From an optimization exercise on the open Yosys and OpenROAD flow, aimed at small area, a short achievable clock period and few clock cycles; shortcuts taken in it are not production practice. Function was checked by simulation only, so behaviour that the tests miss may differ from the original.

--- design/flow/design.v ---
module pxe_core (
    input  wire        clk,
    input  wire        rst,
    input  wire        cmd_valid,
    output wire        cmd_ready,
    input  wire [4:0]  cmd_op,
    input  wire [31:0] cmd_key,
    input  wire [15:0] cmd_height,
    input  wire [15:0] cmd_width,
    input  wire        in_valid,
    output wire        in_ready,
    input  wire [23:0] in_data,
    output wire        out_valid,
    input  wire        out_ready,
    output wire [23:0] out_data,
    output wire        mem_ren_a,
    output wire [9:0]  mem_raddr_a,
    input  wire [31:0] mem_rdata_a,
    output wire        mem_ren_b,
    output wire [9:0]  mem_raddr_b,
    input  wire [31:0] mem_rdata_b,
    output wire        mem_we,
    output wire [9:0]  mem_waddr,
    output wire [31:0] mem_wdata
);
    localparam [2:0] S_IDLE   = 3'd0,
                     S_RESEED = 3'd1,    
                     S_DRAIN  = 3'd2,    
                     S_DRAW   = 3'd3,
                     S_MATH   = 3'd4;
    localparam [1:0] P_J1  = 2'd0,    
                     P_J2  = 2'd1,    
                     P_SMP = 2'd2;    
    localparam [9:0] N_PV = 10'd226;   
    reg [2:0]  state;
    reg        shuf;        
    reg        dec;
    reg [31:0] x;           
    reg [9:0]  cnt;         
    reg [9:0]  ra;          
    reg        msb;         
    reg        msb0;        
    reg        replay;      
    reg        d_valid;     
    reg        w_valid;     
    reg [7:0]  w8;          
    reg [15:0] wid, col, row;    
    reg [1:0]  phase;
    reg [1:0]  cp0, cp1, cp2;    
    reg [1:0]  bsel;        
    reg [23:0] out_reg;
    reg        out_v;
    wire [31:0] x_mix = x ^ {30'd0, x[31:30]};
    wire [31:0] x_inv = ~x_mix;
    wire cs_s1 = 1'b1 ^ cnt[0] ^ x_mix[0];
    wire cs_c2 = (1'b1 & cnt[0]) | (1'b1 & x_mix[0]) | (cnt[0] & x_mix[0]);
    wire cs_s3 = cnt[1] ^ x_mix[1];
    wire cs_c4 = cnt[1] & x_mix[1];
    wire cs_s5 = cnt[2] ^ x_mix[2] ^ x_mix[0];
    wire cs_c6 = (cnt[2] & x_mix[2]) | (cnt[2] & x_mix[0]) | (x_mix[2] & x_mix[0]);
    wire cs_s7 = cnt[3] ^ x_mix[3] ^ x_mix[1];
    wire cs_c8 = (cnt[3] & x_mix[3]) | (cnt[3] & x_mix[1]) | (x_mix[3] & x_mix[1]);
    wire cs_s9 = cnt[4] ^ x_mix[4] ^ x_mix[2];
    wire cs_c10 = (cnt[4] & x_mix[4]) | (cnt[4] & x_mix[2]) | (x_mix[4] & x_mix[2]);
    wire cs_s11 = 1'b1 ^ cnt[5] ^ x_mix[5];
    wire cs_c12 = (1'b1 & cnt[5]) | (1'b1 & x_mix[5]) | (cnt[5] & x_mix[5]);
    wire cs_s13 = x_mix[3] ^ x_inv[0];
    wire cs_c14 = x_mix[3] & x_inv[0];
    wire cs_s15 = cnt[6] ^ x_mix[6] ^ x_mix[4];
    wire cs_c16 = (cnt[6] & x_mix[6]) | (cnt[6] & x_mix[4]) | (x_mix[6] & x_mix[4]);
    wire cs_s17 = 1'b1 ^ cnt[7] ^ x_mix[7];
    wire cs_c18 = (1'b1 & cnt[7]) | (1'b1 & x_mix[7]) | (cnt[7] & x_mix[7]);
    wire cs_s19 = x_mix[5] ^ x_inv[2] ^ x_inv[0];
    wire cs_c20 = (x_mix[5] & x_inv[2]) | (x_mix[5] & x_inv[0]) | (x_inv[2] & x_inv[0]);
    wire cs_s21 = cnt[8] ^ x_mix[8] ^ x_mix[6];
    wire cs_c22 = (cnt[8] & x_mix[8]) | (cnt[8] & x_mix[6]) | (x_mix[8] & x_mix[6]);
    wire cs_s23 = x_inv[3] ^ x_inv[1];
    wire cs_c24 = x_inv[3] & x_inv[1];
    wire cs_s25 = cnt[9] ^ x_mix[9] ^ x_mix[7];
    wire cs_c26 = (cnt[9] & x_mix[9]) | (cnt[9] & x_mix[7]) | (x_mix[9] & x_mix[7]);
    wire cs_s27 = x_mix[0] ^ x_inv[4] ^ x_inv[2];
    wire cs_c28 = (x_mix[0] & x_inv[4]) | (x_mix[0] & x_inv[2]) | (x_inv[4] & x_inv[2]);
    wire cs_s29 = x_mix[10] ^ x_mix[8] ^ x_mix[1];
    wire cs_c30 = (x_mix[10] & x_mix[8]) | (x_mix[10] & x_mix[1]) | (x_mix[8] & x_mix[1]);
    wire cs_s31 = x_inv[5] ^ x_inv[3];
    wire cs_c32 = x_inv[5] & x_inv[3];
    wire cs_s33 = x_mix[11] ^ x_mix[9] ^ x_mix[2];
    wire cs_c34 = (x_mix[11] & x_mix[9]) | (x_mix[11] & x_mix[2]) | (x_mix[9] & x_mix[2]);
    wire cs_s35 = x_mix[0] ^ x_inv[6] ^ x_inv[4];
    wire cs_c36 = (x_mix[0] & x_inv[6]) | (x_mix[0] & x_inv[4]) | (x_inv[6] & x_inv[4]);
    wire cs_s37 = x_mix[12] ^ x_mix[10] ^ x_mix[3];
    wire cs_c38 = (x_mix[12] & x_mix[10]) | (x_mix[12] & x_mix[3]) | (x_mix[10] & x_mix[3]);
    wire cs_s39 = x_mix[1] ^ x_inv[7] ^ x_inv[5];
    wire cs_c40 = (x_mix[1] & x_inv[7]) | (x_mix[1] & x_inv[5]) | (x_inv[7] & x_inv[5]);
    wire cs_s41 = x_mix[13] ^ x_mix[11] ^ x_mix[4];
    wire cs_c42 = (x_mix[13] & x_mix[11]) | (x_mix[13] & x_mix[4]) | (x_mix[11] & x_mix[4]);
    wire cs_s43 = x_mix[2] ^ x_inv[8] ^ x_inv[6];
    wire cs_c44 = (x_mix[2] & x_inv[8]) | (x_mix[2] & x_inv[6]) | (x_inv[8] & x_inv[6]);
    wire cs_s45 = x_mix[14] ^ x_mix[12] ^ x_mix[5];
    wire cs_c46 = (x_mix[14] & x_mix[12]) | (x_mix[14] & x_mix[5]) | (x_mix[12] & x_mix[5]);
    wire cs_s47 = x_mix[3] ^ x_inv[9] ^ x_inv[7];
    wire cs_c48 = (x_mix[3] & x_inv[9]) | (x_mix[3] & x_inv[7]) | (x_inv[9] & x_inv[7]);
    wire cs_s49 = 1'b1 ^ x_mix[15] ^ x_mix[13];
    wire cs_c50 = (1'b1 & x_mix[15]) | (1'b1 & x_mix[13]) | (x_mix[15] & x_mix[13]);
    wire cs_s51 = x_mix[6] ^ x_mix[4] ^ x_inv[10];
    wire cs_c52 = (x_mix[6] & x_mix[4]) | (x_mix[6] & x_inv[10]) | (x_mix[4] & x_inv[10]);
    wire cs_s53 = x_inv[8] ^ x_inv[0];
    wire cs_c54 = x_inv[8] & x_inv[0];
    wire cs_s55 = x_mix[16] ^ x_mix[14] ^ x_mix[7];
    wire cs_c56 = (x_mix[16] & x_mix[14]) | (x_mix[16] & x_mix[7]) | (x_mix[14] & x_mix[7]);
    wire cs_s57 = x_mix[5] ^ x_inv[11] ^ x_inv[9];
    wire cs_c58 = (x_mix[5] & x_inv[11]) | (x_mix[5] & x_inv[9]) | (x_inv[11] & x_inv[9]);
    wire cs_s59 = x_mix[17] ^ x_mix[15] ^ x_mix[8];
    wire cs_c60 = (x_mix[17] & x_mix[15]) | (x_mix[17] & x_mix[8]) | (x_mix[15] & x_mix[8]);
    wire cs_s61 = x_mix[6] ^ x_inv[12] ^ x_inv[10];
    wire cs_c62 = (x_mix[6] & x_inv[12]) | (x_mix[6] & x_inv[10]) | (x_inv[12] & x_inv[10]);
    wire cs_s63 = x_mix[18] ^ x_mix[16] ^ x_mix[9];
    wire cs_c64 = (x_mix[18] & x_mix[16]) | (x_mix[18] & x_mix[9]) | (x_mix[16] & x_mix[9]);
    wire cs_s65 = x_mix[7] ^ x_inv[13] ^ x_inv[11];
    wire cs_c66 = (x_mix[7] & x_inv[13]) | (x_mix[7] & x_inv[11]) | (x_inv[13] & x_inv[11]);
    wire cs_s67 = x_mix[19] ^ x_mix[17] ^ x_mix[10];
    wire cs_c68 = (x_mix[19] & x_mix[17]) | (x_mix[19] & x_mix[10]) | (x_mix[17] & x_mix[10]);
    wire cs_s69 = x_mix[8] ^ x_mix[0] ^ x_inv[14];
    wire cs_c70 = (x_mix[8] & x_mix[0]) | (x_mix[8] & x_inv[14]) | (x_mix[0] & x_inv[14]);
    wire cs_s71 = x_inv[12] ^ x_inv[4];
    wire cs_c72 = x_inv[12] & x_inv[4];
    wire cs_s73 = x_mix[20] ^ x_mix[18] ^ x_mix[11];
    wire cs_c74 = (x_mix[20] & x_mix[18]) | (x_mix[20] & x_mix[11]) | (x_mix[18] & x_mix[11]);
    wire cs_s75 = x_mix[9] ^ x_mix[1] ^ x_inv[15];
    wire cs_c76 = (x_mix[9] & x_mix[1]) | (x_mix[9] & x_inv[15]) | (x_mix[1] & x_inv[15]);
    wire cs_s77 = x_inv[13] ^ x_inv[5];
    wire cs_c78 = x_inv[13] & x_inv[5];
    wire cs_s79 = x_mix[21] ^ x_mix[19] ^ x_mix[12];
    wire cs_c80 = (x_mix[21] & x_mix[19]) | (x_mix[21] & x_mix[12]) | (x_mix[19] & x_mix[12]);
    wire cs_s81 = x_mix[10] ^ x_mix[2] ^ x_inv[16];
    wire cs_c82 = (x_mix[10] & x_mix[2]) | (x_mix[10] & x_inv[16]) | (x_mix[2] & x_inv[16]);
    wire cs_s83 = x_inv[14] ^ x_inv[6];
    wire cs_c84 = x_inv[14] & x_inv[6];
    wire cs_s85 = x_mix[22] ^ x_mix[20] ^ x_mix[13];
    wire cs_c86 = (x_mix[22] & x_mix[20]) | (x_mix[22] & x_mix[13]) | (x_mix[20] & x_mix[13]);
    wire cs_s87 = x_mix[11] ^ x_mix[3] ^ x_inv[17];
    wire cs_c88 = (x_mix[11] & x_mix[3]) | (x_mix[11] & x_inv[17]) | (x_mix[3] & x_inv[17]);
    wire cs_s89 = x_inv[15] ^ x_inv[7];
    wire cs_c90 = x_inv[15] & x_inv[7];
    wire cs_s91 = x_mix[23] ^ x_mix[21] ^ x_mix[14];
    wire cs_c92 = (x_mix[23] & x_mix[21]) | (x_mix[23] & x_mix[14]) | (x_mix[21] & x_mix[14]);
    wire cs_s93 = x_mix[12] ^ x_mix[4] ^ x_inv[18];
    wire cs_c94 = (x_mix[12] & x_mix[4]) | (x_mix[12] & x_inv[18]) | (x_mix[4] & x_inv[18]);
    wire cs_s95 = x_inv[16] ^ x_inv[8];
    wire cs_c96 = x_inv[16] & x_inv[8];
    wire cs_s97 = x_mix[24] ^ x_mix[22] ^ x_mix[15];
    wire cs_c98 = (x_mix[24] & x_mix[22]) | (x_mix[24] & x_mix[15]) | (x_mix[22] & x_mix[15]);
    wire cs_s99 = x_mix[13] ^ x_mix[5] ^ x_inv[19];
    wire cs_c100 = (x_mix[13] & x_mix[5]) | (x_mix[13] & x_inv[19]) | (x_mix[5] & x_inv[19]);
    wire cs_s101 = x_inv[17] ^ x_inv[9];
    wire cs_c102 = x_inv[17] & x_inv[9];
    wire cs_s103 = x_mix[25] ^ x_mix[23] ^ x_mix[16];
    wire cs_c104 = (x_mix[25] & x_mix[23]) | (x_mix[25] & x_mix[16]) | (x_mix[23] & x_mix[16]);
    wire cs_s105 = x_mix[14] ^ x_mix[6] ^ x_inv[20];
    wire cs_c106 = (x_mix[14] & x_mix[6]) | (x_mix[14] & x_inv[20]) | (x_mix[6] & x_inv[20]);
    wire cs_s107 = x_inv[18] ^ x_inv[10];
    wire cs_c108 = x_inv[18] & x_inv[10];
    wire cs_s109 = 1'b1 ^ x_mix[26] ^ x_mix[24];
    wire cs_c110 = (1'b1 & x_mix[26]) | (1'b1 & x_mix[24]) | (x_mix[26] & x_mix[24]);
    wire cs_s111 = x_mix[17] ^ x_mix[15] ^ x_mix[7];
    wire cs_c112 = (x_mix[17] & x_mix[15]) | (x_mix[17] & x_mix[7]) | (x_mix[15] & x_mix[7]);
    wire cs_s113 = x_inv[21] ^ x_inv[19] ^ x_inv[11];
    wire cs_c114 = (x_inv[21] & x_inv[19]) | (x_inv[21] & x_inv[11]) | (x_inv[19] & x_inv[11]);
    wire cs_s115 = x_mix[27] ^ x_mix[25] ^ x_mix[18];
    wire cs_c116 = (x_mix[27] & x_mix[25]) | (x_mix[27] & x_mix[18]) | (x_mix[25] & x_mix[18]);
    wire cs_s117 = x_mix[16] ^ x_mix[8] ^ x_inv[22];
    wire cs_c118 = (x_mix[16] & x_mix[8]) | (x_mix[16] & x_inv[22]) | (x_mix[8] & x_inv[22]);
    wire cs_s119 = x_inv[20] ^ x_inv[12] ^ x_inv[1];
    wire cs_c120 = (x_inv[20] & x_inv[12]) | (x_inv[20] & x_inv[1]) | (x_inv[12] & x_inv[1]);
    wire cs_s121 = 1'b1 ^ x_mix[28] ^ x_mix[26];
    wire cs_c122 = (1'b1 & x_mix[28]) | (1'b1 & x_mix[26]) | (x_mix[28] & x_mix[26]);
    wire cs_s123 = x_mix[19] ^ x_mix[17] ^ x_mix[9];
    wire cs_c124 = (x_mix[19] & x_mix[17]) | (x_mix[19] & x_mix[9]) | (x_mix[17] & x_mix[9]);
    wire cs_s125 = x_inv[23] ^ x_inv[21] ^ x_inv[13];
    wire cs_c126 = (x_inv[23] & x_inv[21]) | (x_inv[23] & x_inv[13]) | (x_inv[21] & x_inv[13]);
    wire cs_s127 = x_inv[2] ^ x_inv[0];
    wire cs_c128 = x_inv[2] & x_inv[0];
    wire cs_s129 = x_mix[29] ^ x_mix[27] ^ x_mix[20];
    wire cs_c130 = (x_mix[29] & x_mix[27]) | (x_mix[29] & x_mix[20]) | (x_mix[27] & x_mix[20]);
    wire cs_s131 = x_mix[18] ^ x_mix[10] ^ x_inv[24];
    wire cs_c132 = (x_mix[18] & x_mix[10]) | (x_mix[18] & x_inv[24]) | (x_mix[10] & x_inv[24]);
    wire cs_s133 = x_inv[22] ^ x_inv[14] ^ x_inv[3];
    wire cs_c134 = (x_inv[22] & x_inv[14]) | (x_inv[22] & x_inv[3]) | (x_inv[14] & x_inv[3]);
    wire cs_s135 = x_mix[30] ^ x_mix[28] ^ x_mix[21];
    wire cs_c136 = (x_mix[30] & x_mix[28]) | (x_mix[30] & x_mix[21]) | (x_mix[28] & x_mix[21]);
    wire cs_s137 = x_mix[19] ^ x_mix[11] ^ x_inv[25];
    wire cs_c138 = (x_mix[19] & x_mix[11]) | (x_mix[19] & x_inv[25]) | (x_mix[11] & x_inv[25]);
    wire cs_s139 = x_inv[23] ^ x_inv[15] ^ x_inv[4];
    wire cs_c140 = (x_inv[23] & x_inv[15]) | (x_inv[23] & x_inv[4]) | (x_inv[15] & x_inv[4]);
    wire cs_s141 = x_mix[31] ^ x_mix[29] ^ x_mix[22];
    wire cs_s143 = x_mix[20] ^ x_mix[12] ^ x_mix[0];
    wire cs_s145 = x_inv[26] ^ x_inv[24] ^ x_inv[16];
    wire cs_s147 = x_inv[5] ^ x_inv[3];
    wire cs_s149 = cs_c10 ^ cs_s13 ^ cs_s11;
    wire cs_c150 = (cs_c10 & cs_s13) | (cs_c10 & cs_s11) | (cs_s13 & cs_s11);
    wire cs_s151 = x_inv[1] ^ cs_c14 ^ cs_c12;
    wire cs_c152 = (x_inv[1] & cs_c14) | (x_inv[1] & cs_c12) | (cs_c14 & cs_c12);
    wire cs_s153 = cs_c16 ^ cs_s17 ^ cs_s19;
    wire cs_c154 = (cs_c16 & cs_s17) | (cs_c16 & cs_s19) | (cs_s17 & cs_s19);
    wire cs_s155 = cs_c18 ^ cs_s23 ^ cs_c20;
    wire cs_c156 = (cs_c18 & cs_s23) | (cs_c18 & cs_c20) | (cs_s23 & cs_c20);
    wire cs_s157 = cs_c24 ^ cs_c22 ^ cs_s25;
    wire cs_c158 = (cs_c24 & cs_c22) | (cs_c24 & cs_s25) | (cs_c22 & cs_s25);
    wire cs_s159 = cs_c26 ^ cs_s31 ^ cs_c28;
    wire cs_c160 = (cs_c26 & cs_s31) | (cs_c26 & cs_c28) | (cs_s31 & cs_c28);
    wire cs_s161 = cs_c32 ^ cs_c30 ^ cs_s33;
    wire cs_c162 = (cs_c32 & cs_c30) | (cs_c32 & cs_s33) | (cs_c30 & cs_s33);
    wire cs_s163 = cs_c34 ^ cs_c36 ^ cs_s37;
    wire cs_c164 = (cs_c34 & cs_c36) | (cs_c34 & cs_s37) | (cs_c36 & cs_s37);
    wire cs_s165 = cs_c38 ^ cs_c40 ^ cs_s41;
    wire cs_c166 = (cs_c38 & cs_c40) | (cs_c38 & cs_s41) | (cs_c40 & cs_s41);
    wire cs_s167 = cs_c42 ^ cs_c44 ^ cs_s45;
    wire cs_c168 = (cs_c42 & cs_c44) | (cs_c42 & cs_s45) | (cs_c44 & cs_s45);
    wire cs_s169 = cs_c46 ^ cs_s53 ^ cs_c48;
    wire cs_c170 = (cs_c46 & cs_s53) | (cs_c46 & cs_c48) | (cs_s53 & cs_c48);
    wire cs_s171 = cs_s49 ^ cs_s51;
    wire cs_c172 = cs_s49 & cs_s51;
    wire cs_s173 = x_inv[1] ^ cs_c54 ^ cs_c50;
    wire cs_c174 = (x_inv[1] & cs_c54) | (x_inv[1] & cs_c50) | (cs_c54 & cs_c50);
    wire cs_s175 = cs_c52 ^ cs_s55 ^ cs_s57;
    wire cs_c176 = (cs_c52 & cs_s55) | (cs_c52 & cs_s57) | (cs_s55 & cs_s57);
    wire cs_s177 = x_inv[2] ^ cs_c56 ^ cs_c58;
    wire cs_c178 = (x_inv[2] & cs_c56) | (x_inv[2] & cs_c58) | (cs_c56 & cs_c58);
    wire cs_s179 = cs_s59 ^ cs_s61;
    wire cs_c180 = cs_s59 & cs_s61;
    wire cs_s181 = x_inv[3] ^ cs_c60 ^ cs_c62;
    wire cs_c182 = (x_inv[3] & cs_c60) | (x_inv[3] & cs_c62) | (cs_c60 & cs_c62);
    wire cs_s183 = cs_s63 ^ cs_s65;
    wire cs_c184 = cs_s63 & cs_s65;
    wire cs_s185 = cs_c64 ^ cs_s71 ^ cs_c66;
    wire cs_c186 = (cs_c64 & cs_s71) | (cs_c64 & cs_c66) | (cs_s71 & cs_c66);
    wire cs_s187 = cs_s67 ^ cs_s69;
    wire cs_c188 = cs_s67 & cs_s69;
    wire cs_s189 = cs_c72 ^ cs_c68 ^ cs_s77;
    wire cs_c190 = (cs_c72 & cs_c68) | (cs_c72 & cs_s77) | (cs_c68 & cs_s77);
    wire cs_s191 = cs_c70 ^ cs_s73 ^ cs_s75;
    wire cs_c192 = (cs_c70 & cs_s73) | (cs_c70 & cs_s75) | (cs_s73 & cs_s75);
    wire cs_s193 = cs_c78 ^ cs_c74 ^ cs_s83;
    wire cs_c194 = (cs_c78 & cs_c74) | (cs_c78 & cs_s83) | (cs_c74 & cs_s83);
    wire cs_s195 = cs_c76 ^ cs_s79 ^ cs_s81;
    wire cs_c196 = (cs_c76 & cs_s79) | (cs_c76 & cs_s81) | (cs_s79 & cs_s81);
    wire cs_s197 = cs_c84 ^ cs_c80 ^ cs_s89;
    wire cs_c198 = (cs_c84 & cs_c80) | (cs_c84 & cs_s89) | (cs_c80 & cs_s89);
    wire cs_s199 = cs_c82 ^ cs_s85 ^ cs_s87;
    wire cs_c200 = (cs_c82 & cs_s85) | (cs_c82 & cs_s87) | (cs_s85 & cs_s87);
    wire cs_s201 = cs_c90 ^ cs_c86 ^ cs_s95;
    wire cs_c202 = (cs_c90 & cs_c86) | (cs_c90 & cs_s95) | (cs_c86 & cs_s95);
    wire cs_s203 = cs_c88 ^ cs_s91 ^ cs_s93;
    wire cs_c204 = (cs_c88 & cs_s91) | (cs_c88 & cs_s93) | (cs_s91 & cs_s93);
    wire cs_s205 = cs_c96 ^ cs_c92 ^ cs_s101;
    wire cs_c206 = (cs_c96 & cs_c92) | (cs_c96 & cs_s101) | (cs_c92 & cs_s101);
    wire cs_s207 = cs_c94 ^ cs_s97 ^ cs_s99;
    wire cs_c208 = (cs_c94 & cs_s97) | (cs_c94 & cs_s99) | (cs_s97 & cs_s99);
    wire cs_s209 = cs_c102 ^ cs_c98 ^ cs_s107;
    wire cs_c210 = (cs_c102 & cs_c98) | (cs_c102 & cs_s107) | (cs_c98 & cs_s107);
    wire cs_s211 = cs_c100 ^ cs_s103 ^ cs_s105;
    wire cs_c212 = (cs_c100 & cs_s103) | (cs_c100 & cs_s105) | (cs_s103 & cs_s105);
    wire cs_s213 = x_inv[0] ^ cs_c108 ^ cs_c104;
    wire cs_c214 = (x_inv[0] & cs_c108) | (x_inv[0] & cs_c104) | (cs_c108 & cs_c104);
    wire cs_s215 = cs_c106 ^ cs_s109 ^ cs_s111;
    wire cs_c216 = (cs_c106 & cs_s109) | (cs_c106 & cs_s111) | (cs_s109 & cs_s111);
    wire cs_s217 = cs_c110 ^ cs_c112 ^ cs_c114;
    wire cs_c218 = (cs_c110 & cs_c112) | (cs_c110 & cs_c114) | (cs_c112 & cs_c114);
    wire cs_s219 = cs_s115 ^ cs_s117 ^ cs_s119;
    wire cs_c220 = (cs_s115 & cs_s117) | (cs_s115 & cs_s119) | (cs_s117 & cs_s119);
    wire cs_s221 = cs_c116 ^ cs_s127 ^ cs_c118;
    wire cs_c222 = (cs_c116 & cs_s127) | (cs_c116 & cs_c118) | (cs_s127 & cs_c118);
    wire cs_s223 = cs_c120 ^ cs_s121 ^ cs_s123;
    wire cs_c224 = (cs_c120 & cs_s121) | (cs_c120 & cs_s123) | (cs_s121 & cs_s123);
    wire cs_s225 = x_inv[1] ^ cs_c128 ^ cs_c122;
    wire cs_c226 = (x_inv[1] & cs_c128) | (x_inv[1] & cs_c122) | (cs_c128 & cs_c122);
    wire cs_s227 = cs_c124 ^ cs_c126 ^ cs_s129;
    wire cs_c228 = (cs_c124 & cs_c126) | (cs_c124 & cs_s129) | (cs_c126 & cs_s129);
    wire cs_s229 = cs_s131 ^ cs_s133;
    wire cs_c230 = cs_s131 & cs_s133;
    wire cs_s231 = x_inv[2] ^ cs_c130 ^ cs_c132;
    wire cs_c232 = (x_inv[2] & cs_c130) | (x_inv[2] & cs_c132) | (cs_c130 & cs_c132);
    wire cs_s233 = cs_c134 ^ cs_s135 ^ cs_s137;
    wire cs_c234 = (cs_c134 & cs_s135) | (cs_c134 & cs_s137) | (cs_s135 & cs_s137);
    wire cs_s235 = cs_c136 ^ cs_s147 ^ cs_c138;
    wire cs_s237 = cs_c140 ^ cs_s141 ^ cs_s143;
    wire cs_s239 = cs_s15 ^ cs_s151 ^ cs_c150;
    wire cs_c240 = (cs_s15 & cs_s151) | (cs_s15 & cs_c150) | (cs_s151 & cs_c150);
    wire cs_s241 = cs_c152 ^ cs_s153;
    wire cs_c242 = cs_c152 & cs_s153;
    wire cs_s243 = cs_s21 ^ cs_c154 ^ cs_s155;
    wire cs_c244 = (cs_s21 & cs_c154) | (cs_s21 & cs_s155) | (cs_c154 & cs_s155);
    wire cs_s245 = cs_s27 ^ cs_c156 ^ cs_s157;
    wire cs_c246 = (cs_s27 & cs_c156) | (cs_s27 & cs_s157) | (cs_c156 & cs_s157);
    wire cs_s247 = cs_s29 ^ cs_c158 ^ cs_s159;
    wire cs_c248 = (cs_s29 & cs_c158) | (cs_s29 & cs_s159) | (cs_c158 & cs_s159);
    wire cs_s249 = cs_s35 ^ cs_c160 ^ cs_s161;
    wire cs_c250 = (cs_s35 & cs_c160) | (cs_s35 & cs_s161) | (cs_c160 & cs_s161);
    wire cs_s251 = cs_s39 ^ cs_c162 ^ cs_s163;
    wire cs_c252 = (cs_s39 & cs_c162) | (cs_s39 & cs_s163) | (cs_c162 & cs_s163);
    wire cs_s253 = cs_s43 ^ cs_c164 ^ cs_s165;
    wire cs_c254 = (cs_s43 & cs_c164) | (cs_s43 & cs_s165) | (cs_c164 & cs_s165);
    wire cs_s255 = cs_s47 ^ cs_c166 ^ cs_s167;
    wire cs_c256 = (cs_s47 & cs_c166) | (cs_s47 & cs_s167) | (cs_c166 & cs_s167);
    wire cs_s257 = cs_s171 ^ cs_c168 ^ cs_s169;
    wire cs_c258 = (cs_s171 & cs_c168) | (cs_s171 & cs_s169) | (cs_c168 & cs_s169);
    wire cs_s259 = cs_c172 ^ cs_s173 ^ cs_c170;
    wire cs_c260 = (cs_c172 & cs_s173) | (cs_c172 & cs_c170) | (cs_s173 & cs_c170);
    wire cs_s261 = cs_c174 ^ cs_s179 ^ cs_c176;
    wire cs_c262 = (cs_c174 & cs_s179) | (cs_c174 & cs_c176) | (cs_s179 & cs_c176);
    wire cs_s263 = cs_c180 ^ cs_s183 ^ cs_c178;
    wire cs_c264 = (cs_c180 & cs_s183) | (cs_c180 & cs_c178) | (cs_s183 & cs_c178);
    wire cs_s265 = cs_c184 ^ cs_s187 ^ cs_c182;
    wire cs_c266 = (cs_c184 & cs_s187) | (cs_c184 & cs_c182) | (cs_s187 & cs_c182);
    wire cs_s267 = cs_c188 ^ cs_s189 ^ cs_c186;
    wire cs_c268 = (cs_c188 & cs_s189) | (cs_c188 & cs_c186) | (cs_s189 & cs_c186);
    wire cs_s269 = cs_c190 ^ cs_s193 ^ cs_c192;
    wire cs_c270 = (cs_c190 & cs_s193) | (cs_c190 & cs_c192) | (cs_s193 & cs_c192);
    wire cs_s271 = cs_c194 ^ cs_s197 ^ cs_c196;
    wire cs_c272 = (cs_c194 & cs_s197) | (cs_c194 & cs_c196) | (cs_s197 & cs_c196);
    wire cs_s273 = cs_c198 ^ cs_s201 ^ cs_c200;
    wire cs_c274 = (cs_c198 & cs_s201) | (cs_c198 & cs_c200) | (cs_s201 & cs_c200);
    wire cs_s275 = cs_c202 ^ cs_s205 ^ cs_c204;
    wire cs_c276 = (cs_c202 & cs_s205) | (cs_c202 & cs_c204) | (cs_s205 & cs_c204);
    wire cs_s277 = cs_c206 ^ cs_s209 ^ cs_c208;
    wire cs_c278 = (cs_c206 & cs_s209) | (cs_c206 & cs_c208) | (cs_s209 & cs_c208);
    wire cs_s279 = cs_s113 ^ cs_c210 ^ cs_s213;
    wire cs_c280 = (cs_s113 & cs_c210) | (cs_s113 & cs_s213) | (cs_c210 & cs_s213);
    wire cs_s281 = cs_c212 ^ cs_s215;
    wire cs_c282 = cs_c212 & cs_s215;
    wire cs_s283 = cs_c214 ^ cs_c216 ^ cs_s217;
    wire cs_c284 = (cs_c214 & cs_c216) | (cs_c214 & cs_s217) | (cs_c216 & cs_s217);
    wire cs_s285 = cs_s125 ^ cs_c218 ^ cs_c220;
    wire cs_c286 = (cs_s125 & cs_c218) | (cs_s125 & cs_c220) | (cs_c218 & cs_c220);
    wire cs_s287 = cs_s221 ^ cs_s223;
    wire cs_c288 = cs_s221 & cs_s223;
    wire cs_s289 = cs_s225 ^ cs_s229 ^ cs_c222;
    wire cs_c290 = (cs_s225 & cs_s229) | (cs_s225 & cs_c222) | (cs_s229 & cs_c222);
    wire cs_s291 = cs_c224 ^ cs_s227;
    wire cs_c292 = cs_c224 & cs_s227;
    wire cs_s293 = cs_s139 ^ cs_c226 ^ cs_c230;
    wire cs_c294 = (cs_s139 & cs_c226) | (cs_s139 & cs_c230) | (cs_c226 & cs_c230);
    wire cs_s295 = cs_c228 ^ cs_s231 ^ cs_s233;
    wire cs_c296 = (cs_c228 & cs_s231) | (cs_c228 & cs_s233) | (cs_s231 & cs_s233);
    wire cs_s297 = cs_s145 ^ cs_c232 ^ cs_c234;
    wire cs_s299 = cs_s235 ^ cs_s237;
    wire cs_s301 = cs_s175 ^ cs_c258 ^ cs_s259;
    wire cs_c302 = (cs_s175 & cs_c258) | (cs_s175 & cs_s259) | (cs_c258 & cs_s259);
    wire cs_s303 = cs_s177 ^ cs_c260 ^ cs_s261;
    wire cs_c304 = (cs_s177 & cs_c260) | (cs_s177 & cs_s261) | (cs_c260 & cs_s261);
    wire cs_s305 = cs_s181 ^ cs_c262 ^ cs_s263;
    wire cs_c306 = (cs_s181 & cs_c262) | (cs_s181 & cs_s263) | (cs_c262 & cs_s263);
    wire cs_s307 = cs_s185 ^ cs_c264 ^ cs_s265;
    wire cs_c308 = (cs_s185 & cs_c264) | (cs_s185 & cs_s265) | (cs_c264 & cs_s265);
    wire cs_s309 = cs_s191 ^ cs_c266 ^ cs_s267;
    wire cs_c310 = (cs_s191 & cs_c266) | (cs_s191 & cs_s267) | (cs_c266 & cs_s267);
    wire cs_s311 = cs_s195 ^ cs_c268 ^ cs_s269;
    wire cs_c312 = (cs_s195 & cs_c268) | (cs_s195 & cs_s269) | (cs_c268 & cs_s269);
    wire cs_s313 = cs_s199 ^ cs_c270 ^ cs_s271;
    wire cs_c314 = (cs_s199 & cs_c270) | (cs_s199 & cs_s271) | (cs_c270 & cs_s271);
    wire cs_s315 = cs_s203 ^ cs_c272 ^ cs_s273;
    wire cs_c316 = (cs_s203 & cs_c272) | (cs_s203 & cs_s273) | (cs_c272 & cs_s273);
    wire cs_s317 = cs_s207 ^ cs_c274 ^ cs_s275;
    wire cs_c318 = (cs_s207 & cs_c274) | (cs_s207 & cs_s275) | (cs_c274 & cs_s275);
    wire cs_s319 = cs_s211 ^ cs_c276 ^ cs_s277;
    wire cs_c320 = (cs_s211 & cs_c276) | (cs_s211 & cs_s277) | (cs_c276 & cs_s277);
    wire cs_s321 = cs_s281 ^ cs_s279 ^ cs_c278;
    wire cs_c322 = (cs_s281 & cs_s279) | (cs_s281 & cs_c278) | (cs_s279 & cs_c278);
    wire cs_s323 = cs_s219 ^ cs_c282 ^ cs_c280;
    wire cs_c324 = (cs_s219 & cs_c282) | (cs_s219 & cs_c280) | (cs_c282 & cs_c280);
    wire cs_s325 = cs_s287 ^ cs_c284 ^ cs_s285;
    wire cs_c326 = (cs_s287 & cs_c284) | (cs_s287 & cs_s285) | (cs_c284 & cs_s285);
    wire cs_s327 = cs_c288 ^ cs_s291 ^ cs_c286;
    wire cs_c328 = (cs_c288 & cs_s291) | (cs_c288 & cs_c286) | (cs_s291 & cs_c286);
    wire cs_s329 = cs_c292 ^ cs_c290 ^ cs_s293;
    wire cs_c330 = (cs_c292 & cs_c290) | (cs_c292 & cs_s293) | (cs_c290 & cs_s293);
    wire cs_s331 = cs_c294 ^ cs_s299 ^ cs_c296;
    wire cs_s333 = cs_s283 ^ cs_c322 ^ cs_s323;
    wire cs_c334 = (cs_s283 & cs_c322) | (cs_s283 & cs_s323) | (cs_c322 & cs_s323);
    wire cs_s335 = cs_c324 ^ cs_s325;
    wire cs_c336 = cs_c324 & cs_s325;
    wire cs_s337 = cs_s289 ^ cs_c326 ^ cs_s327;
    wire cs_c338 = (cs_s289 & cs_c326) | (cs_s289 & cs_s327) | (cs_c326 & cs_s327);
    wire cs_s339 = cs_s295 ^ cs_c328 ^ cs_s329;
    wire cs_c340 = (cs_s295 & cs_c328) | (cs_s295 & cs_s329) | (cs_c328 & cs_s329);
    wire cs_s341 = cs_s297 ^ cs_c330 ^ cs_s331;
    wire [31:0] ms_a = {cs_c340, cs_c338, cs_c336, cs_c334, cs_s333, cs_c320, cs_c318, cs_c316, cs_c314, cs_c312, cs_c310, cs_c308, cs_c306, cs_c304, cs_c302, cs_s301, cs_c256, cs_c254, cs_c252, cs_c250, cs_c248, cs_c246, cs_c244, cs_c242, cs_c240, cs_s239, cs_s149, cs_c8, cs_c6, cs_c4, cs_s3, cs_s1};
    wire [31:0] ms_b = {cs_s341, cs_s339, cs_s337, cs_s335, 1'b0, cs_s321, cs_s319, cs_s317, cs_s315, cs_s313, cs_s311, cs_s309, cs_s307, cs_s305, cs_s303, 1'b0, cs_s257, cs_s255, cs_s253, cs_s251, cs_s249, cs_s247, cs_s245, cs_s243, cs_s241, 1'b0, 1'b0, cs_s9, cs_s7, cs_s5, cs_c2, 1'b0};
    wire [31:0] x_next = ms_a + ms_b;
    wire        pv_win = (state == S_RESEED);
    wire [9:0]  rb = (ra >= 10'd228) ? ra - 10'd228 : ra + 10'd396;
    wire [31:0] tw = mem_rdata_b ^ {1'b0, msb, mem_rdata_a[30:1]}
                     ^ (mem_rdata_a[0] ? 32'h9908B0DF : 32'h0);
    function [31:0] temper;
        input [31:0] v;
        reg [31:0] t;
        begin
            t = v ^ (v >> 11);
            t = t ^ ((t << 7)  & 32'h9D2C5680);
            t = t ^ ((t << 15) & 32'hEFC60000);
            t = t ^ (t >> 18);
            temper = t;
        end
    endfunction
    wire [31:0] word = temper(tw);
    function [7:0] sel_byte;
        input [23:0] p;
        input [1:0]  k;
        begin
            case (k)
                2'd0:    sel_byte = p[7:0];
                2'd1:    sel_byte = p[15:8];
                default: sel_byte = p[23:16];
            endcase
        end
    endfunction
    wire [1:0] cp_b  = (bsel == 2'd0) ? cp0 : (bsel == 2'd1) ? cp1 : cp2;
    wire [1:0] src   = (shuf && !dec) ? cp_b : bsel;    
    wire [1:0] dst   = (shuf && dec)  ? cp_b : bsel;    
    wire [7:0] s_in  = sel_byte(in_data, src);
    wire        acc_nz  = (w8[6:0] <= 7'd99);
    wire [7:0]  s_inv   = s_in ^ {8{dec}};
    wire [9:0]  sum     = {2'b00, s_inv} + {3'b000, w8[6:0]} - 10'd50;
    wire [7:0]  clipped = (sum[9] ? 8'd0 : (sum[8] ? 8'd255 : sum[7:0])) ^ {8{dec}};
    wire [7:0]  res     = shuf ? clipped : (s_in ^ w8);
    wire [7:0]  k8  = x[7:0];
    wire [7:0]  mka = dec ? ~k8 : 8'd0;
    wire [7:0]  mkc = dec ? 8'hFF : k8;
    wire [7:0]  m_r0 = ((in_data[7:0]   ^ mka) + k8) ^ mkc;
    wire [7:0]  m_r1 = ((in_data[15:8]  ^ mka) + k8) ^ mkc;
    wire [7:0]  m_r2 = ((in_data[23:16] ^ mka) + k8) ^ mkc;
    wire out_free = !out_v || out_ready;
    wire in_draw  = (state == S_DRAW);
    wire in_math  = (state == S_MATH);
    wire silent   = replay && (cnt < N_PV);       
    wire smp_word = !silent && (!shuf || (phase == P_SMP && acc_nz));
    wire consume  = w_valid && (!smp_word || (in_valid && out_free));
    wire put      = w_valid && smp_word && in_valid && out_free;    
    wire advance  = d_valid && (!w_valid || consume);
    wire room     = !d_valid || advance;
    wire last_col = (col == 16'd1);
    wire last_pix = last_col && (row == 16'd1);
    wire pix_done = (put && bsel == 2'd2) || (in_math && in_valid && out_free);
    wire pv_step  = pv_win && (cnt >= 10'd398);   
    wire issue    = !(pix_done && last_pix) && (pv_step || in_draw) && room;
    wire step     = pv_win && (!pv_step || issue);    
    wire [15:0] cr_dec = (last_col ? row : col) - 16'd1;
    assign cmd_ready = (state == S_IDLE);
    assign in_ready  = (w_valid && smp_word && bsel == 2'd2 && out_free) ||
                       (in_math && out_free);
    assign out_valid = out_v;
    assign out_data  = out_reg;
    assign mem_ren_a   = issue;
    assign mem_raddr_a = ra;
    assign mem_ren_b   = issue;
    assign mem_raddr_b = rb;
    assign mem_we      = pv_win || (in_draw && w_valid);
    assign mem_waddr   = cnt;
    assign mem_wdata   = x;
    always @(posedge clk) begin
        if (rst) begin
            state   <= S_IDLE;
            d_valid <= 1'b0;
            w_valid <= 1'b0;
            out_v   <= 1'b0;
        end else begin
            if (out_ready)
                out_v <= 1'b0;
            if (pix_done)
                out_v <= 1'b1;
            if (advance) begin
                msb <= mem_rdata_a[31];
                w8  <= word[7:0];
            end
            d_valid <= issue || (d_valid && !advance);
            if (issue)
                ra <= (ra == 10'd623) ? 10'd0 : ra + 10'd1;
            w_valid <= advance || (w_valid && !consume);
            if (consume && !silent && shuf) begin
                case (phase)
                    P_J1: begin
                        if (w8[1:0] != 2'd3) begin
                            cp0   <= w8[1:0];    
                            phase <= P_J2;
                        end
                    end
                    P_J2: begin
                        case ({cp0, w8[0]})
                            3'b000: begin cp0 <= 2'd1; cp1 <= 2'd2; cp2 <= 2'd0; end
                            3'b001: begin cp0 <= 2'd2; cp1 <= 2'd1; cp2 <= 2'd0; end
                            3'b010: begin cp0 <= 2'd2; cp1 <= 2'd0; cp2 <= 2'd1; end
                            3'b011: begin cp0 <= 2'd0; cp1 <= 2'd2; cp2 <= 2'd1; end
                            3'b100: begin cp0 <= 2'd1; cp1 <= 2'd0; cp2 <= 2'd2; end
                            default: begin cp0 <= 2'd0; cp1 <= 2'd1; cp2 <= 2'd2; end
                        endcase
                        phase <= P_SMP;
                    end
                    default: ;
                endcase
            end
            if (put) begin
                case (dst)
                    2'd0:    out_reg[7:0]   <= res;
                    2'd1:    out_reg[15:8]  <= res;
                    default: out_reg[23:16] <= res;
                endcase
                bsel <= (bsel == 2'd2) ? 2'd0 : bsel + 2'd1;
            end
            case (state)
                S_IDLE: begin
                    if (cmd_valid) begin
                        shuf   <= cmd_op[2];
                        dec    <= cmd_op[4];
                        x      <= cmd_key;
                        msb0   <= cmd_key[31];
                        cnt    <= 10'd0;
                        ra     <= 10'd1;
                        replay <= 1'b0;
                        phase  <= P_J1;
                        bsel   <= 2'd0;
                        wid    <= cmd_width;
                        col    <= cmd_width;
                        row    <= cmd_height;
                        if (cmd_height == 16'd0 || cmd_width == 16'd0)
                            state <= S_IDLE;
                        else if (cmd_op[1])
                            state <= S_MATH;
                        else
                            state <= S_RESEED;
                    end
                end
                S_RESEED: begin
                    if (cnt == 10'd0)
                        msb <= x[31];
                    if (step) begin
                        x <= x_next;
                        if (cnt == 10'd623)
                            state <= S_DRAIN;    
                        else
                            cnt <= cnt + 10'd1;
                    end
                end
                S_DRAIN: begin
                    if (!d_valid && !w_valid) begin
                        msb    <= msb0;
                        ra     <= 10'd1;
                        replay <= 1'b1;
                        state  <= S_DRAW;
                    end
                end
                S_DRAW: begin
                    if (advance) begin
                        x   <= tw;
                        cnt <= (cnt == 10'd623) ? 10'd0 : cnt + 10'd1;
                        if (cnt == N_PV - 10'd1)
                            replay <= 1'b0;
                    end
                end
                S_MATH: begin
                    if (pix_done)
                        out_reg <= {m_r2, m_r1, m_r0};
                end
                default: state <= S_IDLE;
            endcase
            if (pix_done) begin
                if (last_pix) begin
                    state   <= S_IDLE;
                    d_valid <= 1'b0;
                    w_valid <= 1'b0;
                end else if (last_col) begin
                    col <= wid;
                    row <= cr_dec;
                end else begin
                    col <= cr_dec;
                end
            end
        end
    end
endmodule
--- design/flow/run.sh ---
#!/bin/bash
# synth_recipe.tcl (not shown) runs the flow's synth.tcl, then flattens the netlist and writes it again
# the make line also repeats each setting of config.mk as NAME=value (left out here)
make -C /OpenROAD-flow-scripts/flow DESIGN_CONFIG=/design/flow/config.mk WORK_HOME=/design/flow/orfs CLKGATE_MAP_FILE= SYNTH_SCRIPT=/design/flow/synth_recipe.tcl finish
--- design/flow/config.mk ---
export PLATFORM = sky130hd
export DESIGN_NAME = pxe_core
export DESIGN_NICKNAME = pxe_core
export VERILOG_FILES = /design/flow/design.v
export SDC_FILE = /design/flow/constraint.sdc
export NUM_CORES = 4
export LEC_CHECK = 0
export CAP_MARGIN = 20
export CORE_MARGIN = 2
export CORE_UTILIZATION = 40
export SETUP_SLACK_MARGIN = 4.0
export SLEW_MARGIN = 20
--- design/flow/constraint.sdc ---
create_clock -name core_clock -period 9.0 [get_ports {clk}]
set_input_delay 1.8000 -clock core_clock [delete_from_list [all_inputs] [get_ports {clk}]]
set_output_delay 1.8000 -clock core_clock [all_outputs]
set_load 0.01 [all_outputs]
==> results_dict.tcl, run 1 <==
set metrics [dict create \
    maxCapViolations 0 \
    synth_fp_nets 2255 \
    cts_num_sinks 153 \
    routabilityCongestion 0.918 \
    start_kind "flip-flop" \
    yosysTopAreaCell "edfxtp_1" \
    rr_worst_depth 17 \
    fmax_ghz 0.192 \
    setup_viol 0 \
    ys.warnings.count 1 \
    io_buffers 251 \
    crit_required_ns 9.17 \
    critPathKind "flip-flop to flip-flop" \
    design_area_mm2 0.0216 \
    io_pins 254 \
    clock_latency_ns 0.46 \
    syn_inst 1874 \
    rsz0062_at_grt "true" \
    grt_max_degree 55 \
    antenna_cells 0 \
    drv_slew 0 \
    min_to "col[10]" \
    wire_per_inst_um 21.2 \
    start_util_pct 40.3 \
    ctsHoldBuffers 0 \
    worstPathArrival_ns 5.38 \
    end_kind "flip-flop" \
    netlist_area_mm2 0.0168 \
    antenna_left 0 \
    finClkSkew_ns 0.0215 \
    dieWidth_um 209 \
    cts_buffer_depth 2 \
    nNetsFinal 2521 \
    yosysUniqueCellTypes 86 \
    netlist.area_leader.share_pct 26.3 \
    avgSynthCellArea_um2 8.97 \
    htree_levels 4 \
    grt_util_all_layers_pct 26.1 \
    grt_overflow 0 \
    tightest_slew_ns 1.11 \
    grt_pass1_wl_um 86100 \
    reg2reg_from "x[11]" \
    fin_crit_sh_pct 57.8 \
    cts-buffers-inserted 17 \
    via_per_inst 5.52 \
    postPlaceCellArea_mm2 0.0199 \
    rrSetupSlack_ns 3.80 \
    core-area_mm2 0.0418 \
    area_delta_synth_final_pct 28.8 \
    relSlewSlack_pct 26.2 \
    largest_reg_flops 32 \
    path_max_fanout 4 \
    die_h_um 209 \
    ys_ff_latch 153 \
    grt_pass1_vias 14800 \
    clkTransAtPathRegs_ns 0.08 \
    synth_ff_type "edfxtp_1" \
    hold_path.class "flip-flop to flip-flop" \
    hold_viol 0 \
    min_from "wid[10]" \
    crit_slowest_cell "fa_2" \
    holdPathStages 2 \
    final_core_util_pct 51.8 \
    drc 0 \
    max_stage_delay_ns 0.62 \
    cp_cell_sequence "clkinvlp_4 -> fa_2 -> ha_4 -> fa_1 -> inv_2 -> fa_1 -> inv_2 -> ha_4 -> a21o_4 -> a221oi_4 -> and3_4 -> o311ai_4 -> a21boi_4 -> a221oi_4 -> o21ai_2 -> xnor2_2 -> o221ai_1" \
    fin_crit_ns 5.20 \
    root_buffer "clkbuf_16" \
    synth.yosys.seq_area_share_pct 27.0 \
    antenna_found_initial 0 \
    reg2reg_to "x[31]" \
    rows 75 \
    status "timing/DRC/antenna clean" \
    wl_um 57000 \
    finalSetupTns_ns 0 \
    dieArea_mm2 0.0437 \
    drt_pass1_iterations 5 \
    synth.area.top_cells "edfxtp_1, fa_1, xnor2_1" \
    nFillCells 3799 \
    drive_gt1_share_pct 12.5 \
    drt_iter0_drc 1090 \
    dp_hpwl_um 42100 \
    async_flop_share_pct 0 \
    synth_edf_count 147 \
    cts_tree "built" \
    vias 14900 \
]
-- critical path: cells and delay by family, from the launching register on --
kind | cells | cell delay, ns
AO/OA/AOI/OAI | 7 | 1.49
XOR/XNOR | 1 | 0.21
adder cells (fa/ha/maj) | 5 | 2.09
buffers and inverters | 3 | 0.35
flip-flops | 1 | 0.53
AND/OR/NAND/NOR | 1 | 0.26
-- placed cells by master, fill, tap and decap left out, types with 8 or more instances in the layout --
| cell type | n |
|---|---|
| inv_1 | 236 |
| clkdlybuf4s50_1 | 227 |
| edfxtp_1 | 147 |
| nand2_1 | 145 |
| nor2_1 | 139 |
| xnor2_1 | 133 |
| fa_1 | 128 |
| a21oi_1 | 127 |
| o21ai_0 | 77 |
| ha_1 | 74 |
| buf_4 | 72 |
| xor2_1 | 56 |
| nor3_1 | 36 |
| nand3_1 | 31 |
| mux2i_1 | 31 |
| o21ai_1 | 25 |
| a211oi_1 | 25 |
| nor2b_1 | 23 |
| and3_1 | 17 |
| clkbuf_16 | 17 |
| nor4_1 | 15 |
| o21a_1 | 15 |
| a21oi_2 | 14 |
| a21o_1 | 12 |
| clkinvlp_4 | 11 |
| and2_1 | 11 |
| inv_2 | 11 |
| nand4_1 | 10 |
| o211ai_1 | 10 |
| a221oi_1 | 10 |
| dlymetal6s2s_1 | 9 |
| nand2b_1 | 8 |
| a31oi_1 | 8 |
| nor3b_1 | 8 |
| ha_4 | 8 |
-- kinds of logic after synthesis --
group	Yosys count	share of synthesized area [%]
AOI/OAI and AO/OA	425	16.0
xor gates and xnor gates	201	10.6
adders and majority gates	219	22.3
buffers and inverters	342	7.77
DFF	153	27.0
muxes	37	2.22
and+or+nand+nor	497	14.2
-- layout make-up --
type | count | area [um2] | area share (%)
inverters | 258 | 1010 | 4.66
clock buffers | 19 | 433 | 2.00
multi-input cells | 1379 | 11700 | 54.0
well taps | 539 | 674 | 3.12
clock inverters | 13 | 144 | 0.665
flip-flops and latches | 153 | 4540 | 21.0
repair buffers | 331 | 3160 | 14.6
-- synthesized netlist by cell type, drive strengths merged (8+ instances only) --
cell type and number:
ha 85, a21oi 143, o21ai 110, nand2 150, fa 134, and3 19
o22ai 9, nand4 10, nor2b 25, edfxtp 147, nor4 16, nand2b 10
inv 258, o21a 15, clkbuf 65, nor3 40, xnor2 139, mux2i 34
o211ai 11, xor2 61, a21o 13, and2 13, nand3 32, buf 19
o21bai 8, a211oi 27, a31oi 13, nor2 147, a221oi 14, nor3b 8
-- routing by layer --
| metal | wire length, um | track usage [%] | vias up |
|---|---|---|---|
| met3 | 4180 | 5.71 | 104 |
| met2 | 27200 | 42.8 | 583 |
| li1 | - | - | 6929 |
| met1 | 23600 | 33.5 | 7251 |
| met4 | 2060 | 10.4 | 0 |
| met5 | 0 | 0 | - |
-- repair_timing --
action	in CTS	in global routing
gates cloned	1	0
buffers inserted	55	7
endpoints found under the setup margin	44	43
pin swaps	35	47
gates resized for setup	110	98
endpoints found under the hold margin	0	0
-- metrics by stage --
stage / std cells / setup WS, ns / hold WS [ns]
floorplan: 1874 / 4.01 / 0.494
global placement: 2597 / 2.75 / 0.518
detailed placement: 2597 / 2.74 / 0.523
CTS: 2685 / 3.94 / 0.537
global route: 2692 / 3.68 / 0.585
finish: 2692 / 3.80 / 0.545
-- worst max path at each step --
stage | start | end | slack (ns) | depth (start not counted)
after CTS | x[0] | x[31] | 3.94 | 19
final | x[11] | x[31] | 3.80 | 17
after global routing | x[11] | x[31] | 3.68 | 17
after detailed placement | out_ready | mem_ren_b | 2.74 | 9
after floorplan | x[4] | x[31] | 4.01 | 16
after global placement | out_ready | mem_ren_a | 2.75 | 9
Testbench counts, summed over its fixed seeds: cycles 67,600.
==> inputs of run 2 (changes only) <==
--- a/design/flow/config.mk
+++ b/design/flow/config.mk
@@ -5,6 +5,7 @@
 export SDC_FILE = /design/flow/constraint.sdc
 export NUM_CORES = 4
 export LEC_CHECK = 0
+export ABC_AREA = 1
 export CAP_MARGIN = 20
 export CORE_MARGIN = 2
 export CORE_UTILIZATION = 40
==> run 2 against run 1 <==
  * First-iteration DRC count grew 15%
  * Cell count grew 9.3%
  * Synthesized area shrank 0.32%
  * Design area shrank 2.0%
  * Utilization shrank 0.22 points
  * Clock skew shrank 0.010 ns
  * Critical path depth shrank 7
  * Sequential cell count is the same
  * Critical endpoint is now mem_ren_b
==> results_dict.tcl, run 2 <==
set metrics [dict create \
    status "timing/DRC/antenna clean" \
    ctsHoldBuffers 0 \
    synth_compound_area_share_pct 13.9 \
    netlist.area_leader.share_pct 26.3 \
    hold_viol 0 \
    register_area_mm2 0.00453 \
    nNetsFinal 2778 \
    fmax_ghz 0.202 \
    area_delta_synth_final_pct 26.6 \
    dp_hpwl_um 44000 \
    cts_buffer_depth 2 \
    grt_pass1_wl_um 87500 \
    layout_commonest_cell "inv_1" \
    synth.area.top_cells "edfxtp_1, fa_1, inv_1" \
    synthAdderAreaFrac_pct 22.3 \
    cts-buffers-inserted 17 \
    ys_ff_latch 153 \
    path_max_fanout 16 \
    synth-simple-area-share_pct 18.4 \
    clkTransAtPathRegs_ns 0.07 \
    setup_viol 0 \
    synth_top_family_by_area "adder cells" \
    antenna_left 0 \
    cts_tree "built" \
    cts_num_sinks 153 \
    synth.yosys.seq_area_share_pct 27.1 \
    rrSetupSlack_ns 4.11 \
    final_core_util_pct 51.6 \
    grt_pass1_vias 15300 \
    async_flop_share_pct 0 \
    fin_crit_sh_pct 55.0 \
    rows 74 \
    rsz0062_at_grt "true" \
    start_kind "input port" \
    die_h_um 209 \
    startpoint "out_ready" \
    critPathKind "input port to output port" \
    synth_xor_area_share_pct 7.32 \
    avgSynthCellArea_um2 8.00 \
    critPathCapture "mem_ren_b" \
    crit_slowest_cell "dlygate4sd2_1" \
    grt_util_all_layers_pct 26.0 \
    relSlewSlack_pct 32.4 \
    io_pins 254 \
    postPlaceCellArea_mm2 0.0199 \
    htree_levels 4 \
    core-area_mm2 0.0411 \
    end_kind "output port" \
    grt_overflow 0 \
    drc 0 \
    clock_latency_ns 0.46 \
    hold_path.class "flip-flop to flip-flop" \
    antenna_found_initial 1 \
    dieArea_mm2 0.0436 \
    yosysMostFrequentCell "inv_1" \
    wl_um 56300 \
    dp_cells 2847 \
    multi_input_area_mm2 0.0106 \
    maxCapViolations 0 \
    start_util_pct 40.8 \
    drv_slew 0 \
    finalSetupTns_ns 0 \
    wire_per_inst_um 19.1 \
    vias 15600 \
    largest_reg_flops 32 \
    drt_iter0_drc 1252 \
    root_buffer "clkbuf_16" \
    fin_crit_ns 4.95 \
    synth_edf_count 147 \
    reg2reg_from "x[31]" \
    synth_ff_type "edfxtp_1" \
    design_area_mm2 0.0212 \
    grt_max_degree 64 \
    tightest_slew_ns 1.01 \
    fin_cells 2943 \
    routabilityCongestion 0.974 \
    syn_inst 2095 \
    dieWidth_um 209 \
    netlist_area_mm2 0.0168 \
    max_stage_delay_ns 0.27 \
    reg2reg_to "x[29]" \
    synth_common_cells "inv_1, nand2_1, a21oi_1" \
    nFillCells 4002 \
    finClkSkew_ns 0.0110 \
    ys.warnings.count 1 \
    io_buffers 251 \
    final_cell_mix "inv_1, nand2_1, clkdlybuf4s50_1" \
    critPathMostFrequentCell "dlygate4sd2_1" \
    synth_mux_area_share_pct 0.0597 \
    worstPathArrival_ns 3.15 \
    crit_required_ns 7.20 \
    yosysTopAreaCell "edfxtp_1" \
    drive_gt1_share_pct 8.17 \
    yosysUniqueCellTypes 65 \
    cp_cell_sequence "dlygate4sd2_1 -> o21ai_4 -> nor2_4 -> buf_12 -> inv_12 -> nand2_8 -> nand2_4 -> nand3_4 -> inv_4 -> dlygate4sd2_1" \
    rr_worst_depth 16 \
    via_per_inst 5.30 \
    synth_fp_nets 2476 \
    drt_pass1_iterations 6 \
]
-- run 2: cell count changes after synthesis, sizes merged, moves of 16 or more --
cell    change
xnor2      -76
inv       +168
nor2b      -25
nand2     +211
a211oi     -24
nand3      +68
clkbuf     -34
and3       -17
o21ai      +45
nand4      +16
xor2       +16
mux2i      -33
nor3       -16
-- run 2: repair_timing --
item                                    CTS  global route
endpoints found under the hold margin     0             0
buffers inserted                         16            46
pin swaps                                 5             5
endpoints found under the setup margin   37            42
gates cloned                              1             0
gates resized for setup                  26            41
-- run 2: worst min path at each step --
stage | start | to | slack (ns) | cells past startpoint
detailed placement | msb0 | msb | 0.52 | 2
CTS | msb0 | msb | 0.53 | 2
global placement | msb0 | msb | 0.52 | 2
global route | msb0 | msb | 0.56 | 2
floorplan | msb0 | msb | 0.50 | 2
finish | msb0 | msb | 0.53 | 2
-- run 2: metrics by stage --
step                      setup slack [ns]  hold slack (ns)
after CTS                             4.00            0.534
after detailed placement              2.77            0.517
after floorplan                       4.19            0.501
final                                 4.05            0.532
after global routing                  3.95            0.564
after global placement                2.78            0.517
-- run 2: logic make-up (layout without fill, tap and decap cells) --
logic type / Yosys count / in the layout
simple gates: 698 / 698
buf+inv: 474 / 789
compound gates: 410 / 410
fa+ha+maj: 219 / 219
flops: 153 / 153
xor+xnor: 140 / 140
mux: 1 / 1
other cells: 0 / 1
-- run 2: cell type report --
cell class                      instances  area share [%]
Antenna cell                            1          0.0118
Clock buffer                           18            2.07
Clock inverter                         14           0.790
Inverter                              429            7.82
Multi-Input combinational cell       1468            49.9
Sequential cell                       153            21.4
Tap cell                              532            3.14
Timing Repair Buffer                  328            14.9
-- run 2: layer usage --
layer,vias up,global-route usage (%),share of wire [%]
li1,7448,-,-
met1,7459,34.9,43
met2,609,42.6,47
met3,89,4.52,6.8
met4,0,8.74,3.0
met5,-,0,0
-- run 2: worst max-delay path: cells and delay by family --
| family | cells | cell delay (ns) |
|---|---|---|
| AO/OA/AOI/OAI | 1 | 0.20 |
| buffers and inverters | 5 | 0.83 |
| AND/OR/NAND/NOR | 4 | 0.29 |
==> inputs of run 3 (changes only) <==
--- a/design/flow/config.mk
+++ b/design/flow/config.mk
@@ -9,5 +9,5 @@
 export CAP_MARGIN = 20
 export CORE_MARGIN = 2
 export CORE_UTILIZATION = 40
-export SETUP_SLACK_MARGIN = 4.0
+export SETUP_SLACK_MARGIN = 4.5
 export SLEW_MARGIN = 20
==> run 3 against run 2 <==
  * Critical endpoint is now x[27]
  * Count of clock-buffer cells in the layout up 3
  * First-iteration DRC count up 2.8%
  * Synthesized area unchanged
  * Non-clock buffer count up 59
  * Via count up 4.1%
  * Highest routed layer unchanged
  * Register-to-register slack better by 0.23 ns
  * Global-route usage up 1.4 points
  * Critical path type is now flip-flop to flip-flop
  * Maximum frequency up 6.2%
==> results_dict.tcl, run 3 <==
set metrics [dict create \
    status "timing/DRC/antenna clean" \
    path_buf_inv 1 \
    crit_slowest_cell "fa_1" \
    worstPathArrival_ns 4.81 \
    use_met1_pct 35.9 \
    cts-buffers-inserted 17 \
    clkTransAtPathRegs_ns 0.06 \
    synth.yosys.seq_area_share_pct 27.1 \
    fmax_ghz 0.214 \
    yosysTopAreaCell "edfxtp_1" \
    clock_latency_ns 0.46 \
    fin_crit_ns 4.66 \
    setup_viol 0 \
    path_depth 14 \
    core-area_mm2 0.0411 \
    max_stage_delay_ns 0.61 \
    rr_worst_depth 14 \
    hold_viol 0 \
    grt_use_met3_pct 3.70 \
    path_max_fanout 5 \
    fin_cells 3005 \
    grt_pass1_vias 16000 \
    grt_pass1_wl_um 91500 \
    nFillCells 3749 \
    layout_commonest_cell "inv_1" \
    synth_common_cells "inv_1, nand2_1, a21oi_1" \
    final_core_util_pct 55.5 \
    finClkSkew_ns 0.0203 \
    area_delta_synth_final_pct 36.1 \
    synth.area.top_cells "edfxtp_1, fa_1, inv_1" \
    grt_util_all_layers_pct 27.4 \
    htree_levels 4 \
    finalSetupTns_ns 0 \
    pre_cts_ws_ns 2.75 \
    yosysMostFrequentCell "inv_1" \
    postPlaceCellArea_mm2 0.0199 \
    critPathMostFrequentCell "fa_1" \
    rsz0062_at_grt "true" \
    synth_edf_count 147 \
    grtUsageMet2_pct 46.3 \
    design_area_mm2 0.0228 \
    grt-busiest-layer "met2" \
    relSlewSlack_pct 27.3 \
    vias 16200 \
    drt_iter0_drc 1287 \
    routabilityCongestion 0.950 \
    layout_setup_ws_ns 4.34 \
    final_cell_mix "inv_1, nand2_1, clkdlybuf4s50_1" \
    maxCapViolations 0 \
    tightest_slew_ns 1.09 \
    crit_required_ns 9.15 \
    ys.warnings.count 1 \
    wire_per_inst_um 20.2 \
    dieArea_mm2 0.0436 \
    holdPathStages 2 \
    drc 0 \
    antenna_found_initial 2 \
    critPathKind "flip-flop to flip-flop" \
    cts_buffer_depth 2 \
    grt_max_degree 76 \
    async_flop_share_pct 0 \
    synth_fp_nets 2476 \
    nNetsFinal 2839 \
    largest_reg_flops 32 \
    dp_hpwl_um 44800 \
    dp_cells 2845 \
    die_h_um 209 \
    cts_tree "built" \
    io_buffers 251 \
    drive_gt1_share_pct 18.7 \
    root_buffer "clkbuf_16" \
    start_kind "flip-flop" \
    cts_num_sinks 153 \
    io_pins 254 \
    fin_crit_sh_pct 51.8 \
    drv_slew 0 \
    drt_pass1_iterations 5 \
    grt_overflow 0 \
    critPathTopFamily "adder cells" \
    start_util_pct 40.8 \
    yosysUniqueCellTypes 65 \
    cp_cell_sequence "clkinvlp_4 -> fa_1 -> fa_1 -> fa_1 -> fa_1 -> ha_4 -> a21oi_2 -> o21ai_1 -> a21oi_4 -> nand3_4 -> a21o_1 -> or2_4 -> nand3_2 -> o211ai_1" \
    end_kind "flip-flop" \
    wl_um 60700 \
    dieWidth_um 209 \
    antenna_left 0 \
    hold_path.class "flip-flop to flip-flop" \
    netlist_area_mm2 0.0168 \
    ys_ff_latch 153 \
    holdWs_ns 0.544 \
    via_per_inst 5.41 \
    netlist.area_leader.share_pct 26.3 \
    rows 74 \
    syn_inst 2095 \
    avgSynthCellArea_um2 8.00 \
    synth_ff_type "edfxtp_1" \
]
run 3: changes by cell type in the layout (fill, tap and decap cells not counted), sizes merged, moves of 5 or more:
cell | before | now
buf | 76 | 141
clkbuf | 18 | 26
clkdlybuf4s50 | 241 | 219
clkinv | 4 | 9
dlymetal6s2s | 5 | 16
inv | 428 | 423
run 3: worst paths after layout:
path / startpoint / slack, ns / to
worst min-delay path: msb0 / 0.54 / msb
worst min register to register: msb0 / 0.54 / msb
worst max-delay path: x[11] / 4.34 / x[27]
worst max register to register: x[11] / 4.34 / x[27]
run 3: final cells by class:
| type | count | area (um2) | share of cell area [%] |
|---|---|---|---|
| Multi-Input combinational cell | 1470 | 11700 | 51.3 |
| Sequential cell | 153 | 4530 | 19.9 |
| Clock buffer | 21 | 450 | 1.97 |
| Clock inverter | 11 | 113 | 0.494 |
| Tap cell | 532 | 666 | 2.92 |
| Timing Repair Buffer | 387 | 3690 | 16.2 |
| Antenna cell | 2 | 5.00 | 0.0219 |
| Inverter | 429 | 1670 | 7.30 |
run 3: cell families after synthesis:
family,Yosys count,share of synthesized area [%]
AND/OR/NAND/NOR,698,18.4
buffers and inverters,474,10.9
AO/OA/AOI/OAI,410,13.9
adder cells (fa/ha/maj),219,22.3
flip-flops,153,27.1
XOR/XNOR,140,7.32
multiplexers,1,0.0597
run 3: timing repair:
action                     CTS  global route
gates resized for setup    223           192
cloned                       2             0
pin swaps                   90            87
setup endpoints to repair   55            54
hold buffers                 0             0
hold endpoints to repair     0             0
setup buffers               86            38
run 3: tightest hold or removal path, delay by kind of cell (launching register included):
family | cells | cell delay [ns]
DFF | 1 | 0.32
AOI/OAI and AO/OA | 2 | 0.12
run 3: routing by layer:
layer | vias to the layer above | wire (um) | share of wire (%)
met1 | 7887 | 25300 | 42
met4 | 0 | 2340 | 3.8
met5 | - | 0 | 0
met2 | 664 | 29200 | 48
li1 | 7584 | - | -
met3 | 113 | 3910 | 6.4

## what the ideal ports hide
The flow's constraints put no driver on any port. The routed layouts listed below were extracted and timed again, unchanged, in two steps.
Step 1 assumes that a clkbuf_16 drives the clock port and a buf_2 every other input.
Step 2 moves the port delays by t, midway between the first and last clock arrival at a register: inputs arrive t later, outputs are due t later. That takes back most of the time a late clock gives input paths.
Three values: ideal, step 1, step 2; two values: the first two.
run	t (ns)	setup WS [ns]	clock arrival spread, ns	worst data-port slew with drivers (ns)
run 1	0.506	3.796 / 3.796 / 3.624	0.021 / 0.022	0.07
run 2	0.514	4.046 / 4.027 / 3.754	0.011 / 0.011	0.08
run 3	0.509	4.337 / 4.337 / 4.162	0.020 / 0.020	0.08
After both steps every run listed still meets setup and hold. For run 2, which loses most, drivers alone change the setup slack by -0.019 ns; drivers and shift together by -0.292 ns.
